From an optimization exercise on the open Yosys and OpenROAD flow, aimed at small area, a short achievable clock period and few clock cycles; shortcuts taken in it are not production practice. The RTL was checked by simulation tests, not by an equivalence proof against the original design. No activity file was given, so power comes from the tool's default toggle rates.

== job 101 ==
==> flow/design.v <==
module pgs_hdec #(
    parameter NMAX = 32                  
) (
    input  wire        clk,
    input  wire        rst,              
    input  wire        start,
    input  wire [31:0] dec_off,
    input  wire [15:0] dec_runs,
    input  wire [15:0] dec_len,
    input  wire [12:0] clen,
    output wire        busy,
    output reg         done,
    output reg  [3:0]  err,
    output reg  [12:0] dec_end,
    output wire        mem_req,
    output wire [11:0] mem_addr,
    input  wire        mem_ack,
    input  wire [7:0]  mem_rdata,
    output wire        dbuf_we,
    output wire [4:0]  dbuf_addr,
    output wire [23:0] dbuf_wdata
);
    localparam NINT = NMAX - 1;          
    localparam [3:0] E_OK        = 4'd0,
                     E_BAD_OPND  = 4'd10,
                     E_TRUNC     = 4'd11,
                     E_BAD_TREE  = 4'd12,
                     E_BAD_START = 4'd13;
    localparam [2:0] S_IDLE  = 3'd0,
                     S_TREE  = 3'd1,
                     S_CODE  = 3'd2,
                     S_START = 3'd3,
                     S_WRITE = 3'd4;
    reg [2:0]  state;
    reg [11:0] base;          
    reg [12:0] addr;          
    reg        ga;            
    reg        oka0, oka1;    
    reg [5:0]  inn;           
    reg [4:0]  lsz [0:NINT-1];    
    reg        lw_en;
    reg        single;        
    reg [4:0]  wj;            
    reg [4:0]  wl;            
    reg [4:0]  wsz;           
    reg [2:0]  bp;            
    reg [7:0]  cb;            
    reg        cbv;           
    reg [5:0]  r;             
    reg        wmore;         
    reg        emit;          
    reg [5:0]  rr;            
    reg [12:0] raddr;         
    reg [2:0]  rbp;
    reg        sv;
    reg [4:0]  sj;
    reg [4:0]  sl;
    reg        tv;
    reg [9:0]  tq;            
    reg [12:0] faddr;
    reg [2:0]  fs;            
    reg [1:0]  cnt;           
    reg        fv;            
    reg [31:0] acc;           
    reg        full;          
    reg        cnv;           
    reg [23:0] cn;
    reg        bad_st;
    reg [NMAX-1:0] bmap;      
    reg [4:0]  p;             
    reg        bnd;           
    reg [23:0] cur;           
    assign busy     = (state != S_IDLE);
    assign mem_req  = busy;
    assign mem_addr = ga ? addr[11:0] : faddr[11:0];
    wire ack = mem_ack;
    wire [7:0] rd = mem_rdata;
    wire [12:0] addr2 = addr + 13'd2;
    wire tbit = rd[~p[2:0]];
    wire pair = (p[2:0] != 3'd7) && rd[~(p[2:0] + 3'd1)] && ((p >= 5'd7) ? oka1 : oka0);
    wire cword_ok = (p >= 5'd8) ? oka1 : oka0;     
    wire [12:0] wla  = raddr;
    wire [12:0] wla4 = wla + 13'd4;
    wire [12:0] o2   = (p >= 5'd8) ? wla + 13'd1 : wla - 13'd3;
    wire        link_fw = lw_en && (sj == wj);
    wire [4:0]  link = link_fw ? sl : lsz[wj];
    wire last_run = (r + 6'd1 == dec_runs[5:0]);
    wire walking = (state == S_CODE) ||
                   (state == S_WRITE && wmore && !sv);
    wire [7:0] cbyte = cbv ? cb : rd;
    wire cbit = cbyte[bp];
    wire step = walking && (cbv || (ga && ack));
    wire [4:0] a  = lsz[wj];
    wire [4:0] rsz = wsz - a;                         
    wire [4:0] wj1 = wj + 5'd1;
    wire [4:0] wjn = cbit ? wj1 + a : wj1;
    wire [4:0] wln = cbit ? wl + a + 5'd1 : wl;
    wire [4:0] wszn = (cbit ? rsz : a) - 5'd1;
    wire       hit = cbit ? (a == wsz) : (a == 5'd0);
    wire st_bad = ((r == 6'd0) ? (rd != 8'd0) : (rd <= {3'd0, p})) || ({8'd0, rd} >= dec_len);
    wire        wr_now = (state == S_WRITE) && (!bnd || cnv);
    assign dbuf_we    = wr_now;
    assign dbuf_addr  = p;
    assign dbuf_wdata = bnd ? cn : cur;
    wire [4:0]  p1 = p + 5'd1;
    wire        take = wr_now && bnd && !single;           
    wire        arrive = fv && !ga && ack;
    wire [1:0]  nb1 = (fs == 3'd0) ? 2'd2 : 2'd3;        
    wire        last_in = arrive && (cnt == nb1);
    wire        move = (full || last_in) && (!cnv || take);  
    wire        abusy = (fv && !last_in) || ((full || last_in) && !move);
    wire        fload = tv && !abusy;
    wire        tload = sv && (!tv || fload);
    wire [9:0]  tcol = {1'b0, sl, 4'd0} + {2'b0, sl, 3'd0} + {5'd0, sl} + {5'd0, sj} + 10'd1;
    wire [14:0] rdsh = {7'd0, rd} << fs;
    wire [31:0] accn = {acc[23:0], 8'd0} | {17'd0, rdsh};
    wire [23:0] color = (fs == 3'd0) ? accn[23:0] : accn[31:8];
    wire        emit_now = emit && (!sv || tload);
    wire        ga_next = (walking && !cbv && !(ga && ack)) ||
                          (step && bp == 3'd7 && !(hit && (state == S_WRITE || last_run))) ||
                          (state == S_WRITE && wmore && tload && !cbv);
    always @(posedge clk) begin
        if (rst) begin
            state   <= S_IDLE;
            done    <= 1'b0;
            err     <= E_OK;
            dec_end <= 13'd0;
        end else begin
            done    <= 1'b0;
            lw_en   <= 1'b0;
            if (lw_en)
                lsz[sj] <= sl;
            if (state == S_CODE || state == S_WRITE)
                ga <= ga_next;
            if (arrive) begin
                cnt   <= cnt + 2'd1;
                faddr <= faddr + 13'd1;
                if (last_in) begin
                    acc[23:0] <= color;
                    fv <= 1'b0;
                end else begin
                    acc <= accn;
                end
            end
            if (move) begin
                cn   <= full ? acc[23:0] : color;
                cnv  <= 1'b1;
                full <= 1'b0;
            end else begin
                if (last_in)
                    full <= 1'b1;
                if (take)
                    cnv <= 1'b0;
            end
            if (tload) begin
                tq <= tcol;
                tv <= 1'b1;
                sv <= 1'b0;
            end else if (fload) begin
                tv <= 1'b0;
            end
            if (fload) begin
                faddr <= {1'b0, base} + {6'd0, tq[9:3]};
                fs    <= tq[2:0];
                cnt   <= 2'd0;
                fv    <= 1'b1;
            end
            if (step && (state == S_WRITE || oka0)) begin
                bp  <= bp + 3'd1;
                cb  <= cbyte;
                cbv <= (bp != 3'd7);
                if (bp == 3'd7) begin
                    addr <= addr + 13'd1;
                    oka0 <= oka1;
                    oka1 <= (addr2 < clen);
                end
                if (hit) begin
                    wj  <= 5'd0;
                    wl  <= 5'd0;
                    wsz <= inn[4:0] - 5'd1;
                    r  <= r + 6'd1;
                    if (state == S_WRITE && last_run)
                        wmore <= 1'b0;
                    if (state == S_WRITE || emit_now) begin
                        sv <= 1'b1;
                        sj <= wjn;
                        sl <= wln;
                    end
                    if (state == S_CODE) begin
                        if (emit_now) begin
                            rr    <= r + 6'd1;
                            raddr <= (bp == 3'd7) ? addr + 13'd1 : addr;
                            rbp   <= bp + 3'd1;
                        end else begin
                            emit  <= 1'b0;
                        end
                    end
                end else begin
                    wj  <= wjn;
                    wl  <= wln;
                    wsz <= wszn;
                end
            end
            case (state)
            S_IDLE: begin
                if (start) begin
                    base   <= dec_off[11:0];
                    addr   <= {1'b0, dec_off[11:0]};
                    ga     <= 1'b1;
                    raddr  <= {1'b0, dec_off[11:0]} + 13'd7;
                    oka0   <= ~|dec_off[31:12] && ({1'b0, dec_off[11:0]} + 13'd3 < clen);
                    oka1   <= ~|dec_off[31:12] && ({1'b0, dec_off[11:0]} + 13'd7 < clen);
                    p     <= 5'd0;
                    r     <= 6'd0;
                    inn    <= 6'd0;
                    bmap   <= {NMAX{1'b0}};
                    sv     <= 1'b0;
                    tv     <= 1'b0;
                    fv     <= 1'b0;
                    full   <= 1'b0;
                    cnv    <= 1'b0;
                    if (dec_len == 16'd0 || dec_len > NMAX ||
                        dec_runs == 16'd0 || dec_runs > dec_len) begin
                        err  <= E_BAD_OPND;
                        done <= 1'b1;
                    end else begin
                        state <= S_TREE;
                    end
                end
            end
            S_TREE: begin
                if (!oka0) begin
                    err   <= E_TRUNC;
                    done  <= 1'b1;
                    state <= S_IDLE;
                end else if (ack) begin
                    if (tbit) begin
                        if (!cword_ok) begin
                            err   <= E_TRUNC;
                            done  <= 1'b1;
                            state <= S_IDLE;
                        end else begin
                            r   <= r + 6'd1;
                            p   <= p + 5'd25;
                            addr <= addr + ((p[2:0] == 3'd7) ? 13'd4 : 13'd3);
                            if (p >= 5'd7) begin
                                raddr <= wla4;
                                oka0  <= oka1;
                                oka1  <= (wla4 < clen);
                            end
                            if (r == inn) begin
                                addr   <= o2;
                                oka0   <= (o2 < clen);
                                oka1   <= (o2 + 13'd1 < clen);
                                single <= (inn == 6'd0);
                                wj     <= 5'd0;
                                wl     <= 5'd0;
                                wsz    <= inn[4:0] - 5'd1;
                                bp     <= 3'd0;
                                cbv    <= 1'b0;
                                emit   <= 1'b1;
                                r      <= 6'd0;
                                bad_st <= 1'b0;
                                if (inn == 6'd0) begin
                                    sv    <= 1'b1;
                                    sj    <= 5'd0;
                                    sl    <= 5'd0;
                                    state <= S_START;
                                end else begin
                                    state <= S_CODE;
                                end
                            end else begin
                                lw_en <= 1'b1;
                                sj  <= wj;
                                sl  <= inn[4:0] - wj - 5'd1;
                                wj   <= link;
                            end
                        end
                    end else begin
                        if (inn == dec_len[5:0] - 6'd1) begin
                            err   <= E_BAD_TREE;
                            done  <= 1'b1;
                            state <= S_IDLE;
                        end else if (pair) begin
                            lw_en <= 1'b1;
                            sj    <= inn[4:0];
                            sl    <= 5'd0;
                            inn   <= inn + 6'd1;
                            r     <= r + 6'd1;
                            p     <= p + 5'd26;
                            addr  <= addr + ((p[2:0] >= 3'd6) ? 13'd4 : 13'd3);
                            if (p >= 5'd6) begin
                                raddr <= wla4;
                                oka0  <= oka1;
                                oka1  <= (wla4 < clen);
                            end
                        end else begin
                            lw_en <= 1'b1;
                            sj  <= inn[4:0];
                            sl  <= wj;
                            wj   <= inn[4:0];
                            inn   <= inn + 6'd1;
                            p    <= p + 5'd1;
                            if (p[2:0] == 3'd7)
                                addr <= addr + 13'd1;
                            if (p == 5'd31) begin
                                raddr <= wla4;
                                oka0  <= oka1;
                                oka1  <= (wla4 < clen);
                            end
                        end
                    end
                end
            end
            S_CODE: begin
                if (!cbv && !oka0) begin
                    err   <= E_TRUNC;
                    done  <= 1'b1;
                    state <= S_IDLE;
                end else if (step && hit && last_run) begin
                    r     <= 6'd0;
                    addr  <= addr + 13'd1;
                    ga    <= 1'b1;
                    oka0  <= oka1;
                    oka1  <= (addr2 < clen);
                    state <= S_START;
                end
            end
            S_START: begin
                if (!oka0) begin
                    err   <= E_TRUNC;
                    done  <= 1'b1;
                    state <= S_IDLE;
                end else if (ack) begin
                    addr    <= addr + 13'd1;
                    oka0    <= oka1;
                    oka1    <= (addr2 < clen);
                    p <= rd[4:0];
                    bmap[rd[4:0]] <= 1'b1;
                    if (st_bad)
                        bad_st <= 1'b1;
                    r <= r + 6'd1;
                    if (last_run) begin
                        if (bad_st || st_bad) begin
                            err   <= E_BAD_START;
                            done  <= 1'b1;
                            state <= S_IDLE;
                        end else begin
                            dec_end <= addr + 13'd1;
                            p     <= 5'd0;
                            bnd   <= 1'b1;
                            addr  <= raddr;
                            bp    <= rbp;
                            cbv   <= 1'b0;
                            wj    <= 5'd0;
                            wl    <= 5'd0;
                            wsz   <= inn[4:0] - 5'd1;
                            r     <= rr;
                            wmore <= !single && (dec_runs[5:0] != rr);
                            ga    <= !single && (dec_runs[5:0] != rr);
                            state <= S_WRITE;
                        end
                    end
                end
            end
            S_WRITE: begin
                if (wr_now) begin
                    p   <= p1;
                    bnd <= bmap[p1];
                    if (bnd)
                        cur <= cn;
                    if (p == dec_len[4:0] - 5'd1) begin
                        err   <= E_OK;
                        done  <= 1'b1;
                        state <= S_IDLE;
                    end
                end
            end
            default: state <= S_IDLE;
            endcase
        end
    end
endmodule
Settings: LEC_CHECK=0, CAP_MARGIN=20, CORE_MARGIN=2, CORE_UTILIZATION=55, CTS_BUF_LIST=sky130_fd_sc_hd__clkbuf_16, CTS_CLUSTER_DIAMETER=80, CTS_CLUSTER_SIZE=24, SETUP_SLACK_MARGIN=3, SLEW_MARGIN=20; clock period 7.0 ns.
run.sh (not shown) runs the stock make flow with config.mk's settings and CLKGATE_MAP_FILE= SYNTH_SCRIPT=/design/flow/synth_recipe.tcl, a recipe that flattens the netlist after the stock synthesis.
Testbench counts of job 101, summed over its fixed seeds: cycles 65,667.
Here is what was changed in the inputs of job 102 compared with job 101.
-- flow/design.v --
<<< job 101, line 50
    reg        wmore;         
    reg        emit;          
    reg [5:0]  rr;            
    reg [12:0] raddr;         
    reg [2:0]  rbp;
    reg        sv;
    reg [4:0]  sj;
>>> job 102, line 50
    reg        wmore;         
    reg        emit;          
    wire [5:0]  rr;           
    wire [12:0] raddr;        
    wire [2:0]  rbp;
    reg        sv;
    reg [4:0]  sj;
<<< job 101, line 71
    reg        bnd;           
    reg [23:0] cur;           
    assign busy     = (state != S_IDLE);
    assign mem_req  = busy;
>>> job 102, line 71
    reg        bnd;           
    reg [23:0] cur;           
    assign raddr = cur[12:0];
    assign rr    = cur[18:13];
    assign rbp   = cur[21:19];
    assign busy     = (state != S_IDLE);
    assign mem_req  = busy;
<<< job 101, line 189
                    if (state == S_CODE) begin
                        if (emit_now) begin
                            rr    <= r + 6'd1;
                            raddr <= (bp == 3'd7) ? addr + 13'd1 : addr;
                            rbp   <= bp + 3'd1;
                        end else begin
                            emit  <= 1'b0;
>>> job 102, line 192
                    if (state == S_CODE) begin
                        if (emit_now) begin
                            cur[18:13] <= r + 6'd1;
                            cur[12:0] <= (bp == 3'd7) ? addr + 13'd1 : addr;
                            cur[21:19] <= bp + 3'd1;
                        end else begin
                            emit  <= 1'b0;
<<< job 101, line 208
                    addr   <= {1'b0, dec_off[11:0]};
                    ga     <= 1'b1;
                    raddr  <= {1'b0, dec_off[11:0]} + 13'd7;
                    oka0   <= ~|dec_off[31:12] && ({1'b0, dec_off[11:0]} + 13'd3 < clen);
                    oka1   <= ~|dec_off[31:12] && ({1'b0, dec_off[11:0]} + 13'd7 < clen);
>>> job 102, line 211
                    addr   <= {1'b0, dec_off[11:0]};
                    ga     <= 1'b1;
                    cur[12:0]  <= {1'b0, dec_off[11:0]} + 13'd7;
                    oka0   <= ~|dec_off[31:12] && ({1'b0, dec_off[11:0]} + 13'd3 < clen);
                    oka1   <= ~|dec_off[31:12] && ({1'b0, dec_off[11:0]} + 13'd7 < clen);
<<< job 101, line 245
                            addr <= addr + ((p[2:0] == 3'd7) ? 13'd4 : 13'd3);
                            if (p >= 5'd7) begin
                                raddr <= wla4;
                                oka0  <= oka1;
                                oka1  <= (wla4 < clen);
>>> job 102, line 248
                            addr <= addr + ((p[2:0] == 3'd7) ? 13'd4 : 13'd3);
                            if (p >= 5'd7) begin
                                cur[12:0] <= wla4;
                                oka0  <= oka1;
                                oka1  <= (wla4 < clen);
<<< job 101, line 291
                            addr  <= addr + ((p[2:0] >= 3'd6) ? 13'd4 : 13'd3);
                            if (p >= 5'd6) begin
                                raddr <= wla4;
                                oka0  <= oka1;
                                oka1  <= (wla4 < clen);
>>> job 102, line 294
                            addr  <= addr + ((p[2:0] >= 3'd6) ? 13'd4 : 13'd3);
                            if (p >= 5'd6) begin
                                cur[12:0] <= wla4;
                                oka0  <= oka1;
                                oka1  <= (wla4 < clen);
<<< job 101, line 305
                                addr <= addr + 13'd1;
                            if (p == 5'd31) begin
                                raddr <= wla4;
                                oka0  <= oka1;
                                oka1  <= (wla4 < clen);
>>> job 102, line 308
                                addr <= addr + 13'd1;
                            if (p == 5'd31) begin
                                cur[12:0] <= wla4;
                                oka0  <= oka1;
                                oka1  <= (wla4 < clen);
==> summary.txt <==
Changes observed in job 102 relative to job 101: net switching power figure went down by 0.11 mW; die outline area moved down; aggregate routed wire length increased by about 5% relative to the old numbers; synthesized area has decreased; met1 routing resource usage after global routing saw an increase.
Going from job 101 to job 102, maximum vdd drop went up, number of enable flip-flop cells after synthesis lower, post-synth net total has decreased.
Testbench counts of job 102, summed over its fixed seeds: cycles 65,667.

-- static timing again, ports no longer ideal --
The flow's constraints put no driver on any port. The routed layouts listed below were extracted and timed again, unchanged, in two steps. Step 1 (the two cells are an assumption about what drives the block):
set clk [get_ports {clk}]
set_driving_cell -lib_cell sky130_fd_sc_hd__clkbuf_16 $clk
set_driving_cell -lib_cell sky130_fd_sc_hd__buf_2 [delete_from_list [all_inputs] $clk]
Step 2, shift: input delay + t, output delay - t, t = (earliest + latest rising clock arrival at the registers) / 2. This alone moves slack from input paths to output paths. a / b / c = ideal ports / drivers / drivers and shift; a / b = the first two.
run | shift t [ns] | slack for setup (ns) | clock arrival spread, ns
job 101 | 0.682 | 2.874 / 2.914 / 2.231 | 0.025 / 0.025
job 102 | 0.661 | 2.889 / 2.889 / 2.351 | 0.028 / 0.029
After both steps every run listed still meets setup and hold. The setup slack of job 101, which loses most, moves by +0.040 ns with the drivers and by -0.643 ns with both steps.
